This design comes from an exercise in tuning for small area on the open sky130 flow, not from production work.
In this exercise RTL edits were held to simulation tests only and were not proved equivalent to the original.
Power and IR drop assume default switching activity.

==> inputs of build 80 <==
==> flow/design.v <==
module nexa433_classifier (
    input  wire       clk_i,
    input  wire       rst_i,
    input  wire       tick_i,
    input  wire       sample_i,
    output reg  [2:0] ev             
);
    localparam [2:0] EV_NONE = 3'd0, EV_INVALID = 3'd1, EV_HIGH_SHORT = 3'd2,
                     EV_LOW_SHORT = 3'd3, EV_LOW_LONG = 3'd4, EV_SYNC = 3'd5,
                     EV_PAUSE = 3'd6;
    reg [6:0] run_len;
    reg       run_lvl;
    reg       last_hs;
    reg [6:0] run_len_nxt;
    always @* begin
        ev = EV_NONE;
        if (sample_i != run_lvl) begin
            run_len_nxt = 7'd1;
            if (sample_i) begin
                if (run_len >= 7'd5 && run_len <= 7'd7)
                    ev = EV_LOW_SHORT;
                else if (run_len >= 7'd22 && run_len <= 7'd26)
                    ev = EV_LOW_LONG;
                else if (run_len >= 7'd48 && run_len <= 7'd52)
                    ev = EV_SYNC;
            end
        end else if (sample_i) begin
            run_len_nxt = (run_len[2:0] == 3'd6) ? 7'd6 : run_len + 7'd1;
            if (run_len[2:0] >= 3'd5)
                ev = EV_INVALID;
            else if (run_len[2:0] >= 3'd2 && !last_hs)
                ev = EV_HIGH_SHORT;
        end else begin
            if (run_len == 7'd70) begin
                run_len_nxt = run_len;
                ev = EV_INVALID;
            end else begin
                run_len_nxt = run_len + 7'd1;
                if (run_len == 7'd59)
                    ev = EV_PAUSE;
            end
        end
    end
    always @(posedge clk_i) begin
        if (rst_i) begin
            run_len <= 7'd0;
            run_lvl <= 1'b0;
            last_hs <= 1'b0;
        end else if (tick_i) begin
            run_len <= run_len_nxt;
            run_lvl <= sample_i;
            if (ev != EV_NONE)
                last_hs <= (ev == EV_HIGH_SHORT);
        end
    end
endmodule
module nexa433_assembler (
    input  wire        clk_i,
    input  wire        rst_i,
    input  wire        tick_i,
    input  wire [2:0]  ev,
    output reg         raw_valid,    
    output wire [31:0] raw,          
    output reg  [1:0]  cause         
);
    localparam [2:0] EV_NONE = 3'd0, EV_INVALID = 3'd1, EV_HIGH_SHORT = 3'd2,
                     EV_LOW_SHORT = 3'd3, EV_LOW_LONG = 3'd4, EV_SYNC = 3'd5,
                     EV_PAUSE = 3'd6;
    reg        mode;         
    reg [1:0]  win_cnt;
    reg        win_ok;       
    reg        win_bit;      
    reg [32:0] acc;          
    reg        mode_nxt;
    reg [1:0]  win_cnt_nxt;
    reg        win_ok_nxt;
    reg        win_bit_nxt;
    reg        clear;
    reg        shift;
    reg        q_ok;
    assign raw = acc[31:0];
    always @* begin
        mode_nxt    = mode;
        win_cnt_nxt = win_cnt;
        win_ok_nxt  = win_ok;
        win_bit_nxt = win_bit;
        clear       = 1'b0;
        shift       = 1'b0;
        raw_valid   = 1'b0;
        cause       = 2'd0;
        q_ok        = win_ok && (win_bit ? (ev == EV_LOW_SHORT) : (ev == EV_LOW_LONG));
        if (!mode) begin
            if (ev == EV_SYNC) begin
                mode_nxt = 1'b1;
                clear    = 1'b1;
            end
        end else begin
            case (ev)
                EV_INVALID: begin
                    mode_nxt = 1'b0;
                    clear    = 1'b1;
                    cause    = 2'd1;
                end
                EV_SYNC: clear = 1'b1;
                EV_HIGH_SHORT, EV_LOW_SHORT, EV_LOW_LONG: begin
                    win_cnt_nxt = win_cnt + 2'd1;
                    case (win_cnt)
                        2'd0: win_ok_nxt = (ev == EV_HIGH_SHORT);
                        2'd1: begin
                            win_ok_nxt  = win_ok && (ev != EV_HIGH_SHORT);
                            win_bit_nxt = (ev == EV_LOW_LONG);
                        end
                        2'd2: win_ok_nxt = win_ok && (ev == EV_HIGH_SHORT);
                        default: begin
                            if (!q_ok) begin
                                mode_nxt = 1'b0;
                                clear    = 1'b1;
                                cause    = 2'd2;
                            end else if (acc[32]) begin
                                mode_nxt = 1'b0;
                                clear    = 1'b1;
                                cause    = 2'd3;
                            end else begin
                                shift    = 1'b1;
                            end
                        end
                    endcase
                end
                EV_PAUSE: begin
                    if (acc[32]) begin
                        raw_valid = 1'b1;
                        mode_nxt  = 1'b0;
                        clear     = 1'b1;
                    end
                end
                default: ;
            endcase
        end
        if (clear)
            win_cnt_nxt = 2'd0;
    end
    always @(posedge clk_i) begin
        if (rst_i) begin
            mode    <= 1'b0;
            win_cnt <= 2'd0;
            win_ok  <= 1'b0;
            win_bit <= 1'b0;
        end else if (tick_i) begin
            mode    <= mode_nxt;
            win_cnt <= win_cnt_nxt;
            win_ok  <= win_ok_nxt;
            win_bit <= win_bit_nxt;
        end
    end
    always @(posedge clk_i) begin
        if (rst_i || (tick_i && clear))
            acc <= 33'd1;
        else if (tick_i && shift)
            acc <= {acc[31:0], win_bit};
    end
endmodule
module nexa433_filter (
    input  wire        clk_i,
    input  wire        rst_i,
    input  wire        tick_i,
    input  wire        raw_valid,
    input  wire [31:0] raw,
    input  wire [31:0] last_raw,     
    output wire        accept,       
    output wire        dup           
);
    localparam [12:0] CD_LOAD = 13'd8002;
    reg  [12:0] cd;
    wire        active = ~&cd;
    assign dup    = raw_valid && active && (raw == last_raw);
    assign accept = raw_valid && !dup;
    always @(posedge clk_i) begin
        if (rst_i)
            cd <= 13'h1fff;
        else if (tick_i) begin
            if (accept)
                cd <= CD_LOAD;
            else if (active)
                cd <= cd - 13'd1;
        end
    end
endmodule
module nexa433_decoder (
    input  wire        clk_i,
    input  wire        rst_i,
    input  wire        tick_i,
    input  wire        sample_i,
    output reg         ev_valid_o,
    output reg  [2:0]  ev_code_o,
    output reg         pkt_valid_o,
    output reg  [31:0] pkt_raw_o,
    output wire [25:0] device_id_o,
    output wire        group_o,
    output wire        on_off_o,
    output wire [1:0]  channel_o,
    output wire [1:0]  unit_o,
    output reg         dup_o,
    output reg  [1:0]  inv_o
);
    wire [2:0]  ev;
    wire        raw_valid;
    wire [31:0] raw;
    wire [1:0]  cause;
    wire        accept;
    wire        dup;
    nexa433_classifier u_classifier (
        .clk_i(clk_i), .rst_i(rst_i), .tick_i(tick_i), .sample_i(sample_i),
        .ev(ev)
    );
    nexa433_assembler u_assembler (
        .clk_i(clk_i), .rst_i(rst_i), .tick_i(tick_i), .ev(ev),
        .raw_valid(raw_valid), .raw(raw), .cause(cause)
    );
    nexa433_filter u_filter (
        .clk_i(clk_i), .rst_i(rst_i), .tick_i(tick_i),
        .raw_valid(raw_valid), .raw(raw), .last_raw(pkt_raw_o),
        .accept(accept), .dup(dup)
    );
    always @(posedge clk_i) begin
        if (rst_i) begin
            ev_valid_o  <= 1'b0;
            ev_code_o   <= 3'd0;
            pkt_valid_o <= 1'b0;
            dup_o       <= 1'b0;
            inv_o       <= 2'd0;
        end else if (tick_i) begin
            ev_valid_o  <= 1'b1;
            ev_code_o   <= ev;
            pkt_valid_o <= accept;
            dup_o       <= dup;
            inv_o       <= cause;
        end else begin
            ev_valid_o  <= 1'b0;
            pkt_valid_o <= 1'b0;
            dup_o       <= 1'b0;
            inv_o       <= 2'd0;
        end
    end
    always @(posedge clk_i) begin
        if (rst_i)
            pkt_raw_o <= 32'd0;
        else if (tick_i && raw_valid)
            pkt_raw_o <= raw;
    end
    assign device_id_o = pkt_raw_o[31:6];
    assign group_o     = pkt_raw_o[5];
    assign on_off_o    = pkt_raw_o[4];
    assign channel_o   = pkt_raw_o[3:2];
    assign unit_o      = pkt_raw_o[1:0];
endmodule
==> flow/run.sh <==
#!/bin/bash
# synth_recipe.tcl (not shown) runs the flow's synth.tcl, then flattens the netlist and writes it again
# the make line also repeats each setting of config.mk as NAME=value (left out here)
make -C /OpenROAD-flow-scripts/flow DESIGN_CONFIG=/design/flow/config.mk WORK_HOME=/design/flow/orfs CLKGATE_MAP_FILE= SYNTH_SCRIPT=/design/flow/synth_recipe.tcl finish
==> flow/config.mk <==
export PLATFORM = sky130hd
export DESIGN_NAME = nexa433_decoder
export DESIGN_NICKNAME = nexa433_decoder
export VERILOG_FILES = /design/flow/design.v
export SDC_FILE = /design/flow/constraint.sdc
export NUM_CORES = 4
export LEC_CHECK = 0
export CAP_MARGIN = 20
export CORE_MARGIN = 2
export CORE_UTILIZATION = 40
export SLEW_MARGIN = 20
==> flow/constraint.sdc <==
create_clock -name core_clock -period 10.0 [get_ports {clk_i}]
set_input_delay 2.0000 -clock core_clock [delete_from_list [all_inputs] [get_ports {clk_i}]]
set_output_delay 2.0000 -clock core_clock [all_outputs]
set_load 0.01 [all_outputs]
==> trial 93 (differences from build 80) <==
==> flow/flow/run.sh (new file) <==
#!/bin/bash
# Standard ORFS layout with three changes:
#  - synthesis maps logic with an area-oriented ABC script (flow/area.abc); the rest of
#    the synthesis is the standard flow's own standard script, so registers and names are unchanged;
#  - port buffers use the smallest buffer cell;
#  - the clock tree is built without dummy loads.
set -euo pipefail
WORK=$(pwd)
ABC_SCRIPT="$WORK/flow/area.abc"
{
  echo "proc abc {args} { set i [lsearch \$args -script]; if {\$i >= 0} { lset args [expr {\$i + 1}] {$ABC_SCRIPT} }; yosys abc {*}\$args }"
  cat "$WORK/synth_recipe.tcl"
} > "$WORK/area_synth.tcl"
bash standard.sh \
  "SYNTH_SCRIPT=$WORK/area_synth.tcl" \
  "BUFFER_PORTS_ARGS=-buffer_cell sky130_fd_sc_hd__buf_1" \
  "CTS_ARGS=-sink_clustering_enable -repair_clock_nets -dont_use_dummy_load -buf_list {sky130_fd_sc_hd__clkbuf_8}" \
  finish > standard_flow.log 2>&1
==> flow/flow/area.abc (new file) <==
strash
ifraig
scorr
dc2
strash
&get -n
&deepsyn -T 20
&put
amap
topo
==> flow/standard.sh (new file) <==
#!/bin/bash
# synth_recipe.tcl (not shown) runs the flow's synth.tcl, then flattens the netlist and writes it again
# the make line also repeats each setting of config.mk as NAME=value (left out here)
make -C /OpenROAD-flow-scripts/flow DESIGN_CONFIG=/design/flow/config.mk WORK_HOME=/design/flow/orfs CLKGATE_MAP_FILE= SYNTH_SCRIPT=/design/flow/synth_recipe.tcl "${@:-finish}"
CORE_UTILIZATION = 55   (was 40)
removed: flow/run.sh
==> notes <==
- Build 80 completed without violations. Trial 93 completed without violations.
- Against build 80, the design area of trial 93 is smaller by about 22%.
- Of trial 93 and build 80, build 80 has the higher die area (gap 37%, measured against build 80).
- Hold slack: build 80 is higher than trial 93 (31 ps).
- Of build 80 and trial 93, build 80 has the higher non-clock buffer count (gap 2).
- Against build 80, the register-to-register slack of trial 93 is lower by 380 ps.
- Between build 80 and trial 93, the lower global-route usage is in build 80 (gap 4.8 points).
- Between build 80 and trial 93, the lower first-iteration DRC count is in trial 93 (gap 120%, measured against trial 93).
- Of trial 93 and build 80, build 80 has the higher synthesized area (gap 15%, measured against build 80).
- Sequential power is about the same in trial 93 and build 80.
- Between build 80 and trial 93, the lower power is in trial 93 (gap 26%, measured against trial 93).

## port drivers added, routing unchanged
In the flow no input, the clock included, has a driving cell. The finished layouts below were timed again as built, in two steps. Step 1, drivers: a clkbuf_16 drives clk_i and a buf_2 each remaining input, both assumed. Step 2 adds t to the input delays and takes it off the output delays; t is the mean of the earliest and latest rising clock arrival at the registers after step 1. Input paths then give back, and output paths get back, about the clock's delay inside the block. Three values: ideal, step 1, step 2; two values: the first two.
run	t (ns)	setup WS [ns]	worst data-port slew with drivers (ns)
build 80	0.384	5.578 / 5.594 / 5.210	0.03
trial 93	0.376	5.744 / 5.752 / 5.376	0.03
After both steps setup and hold are still met in every run listed.
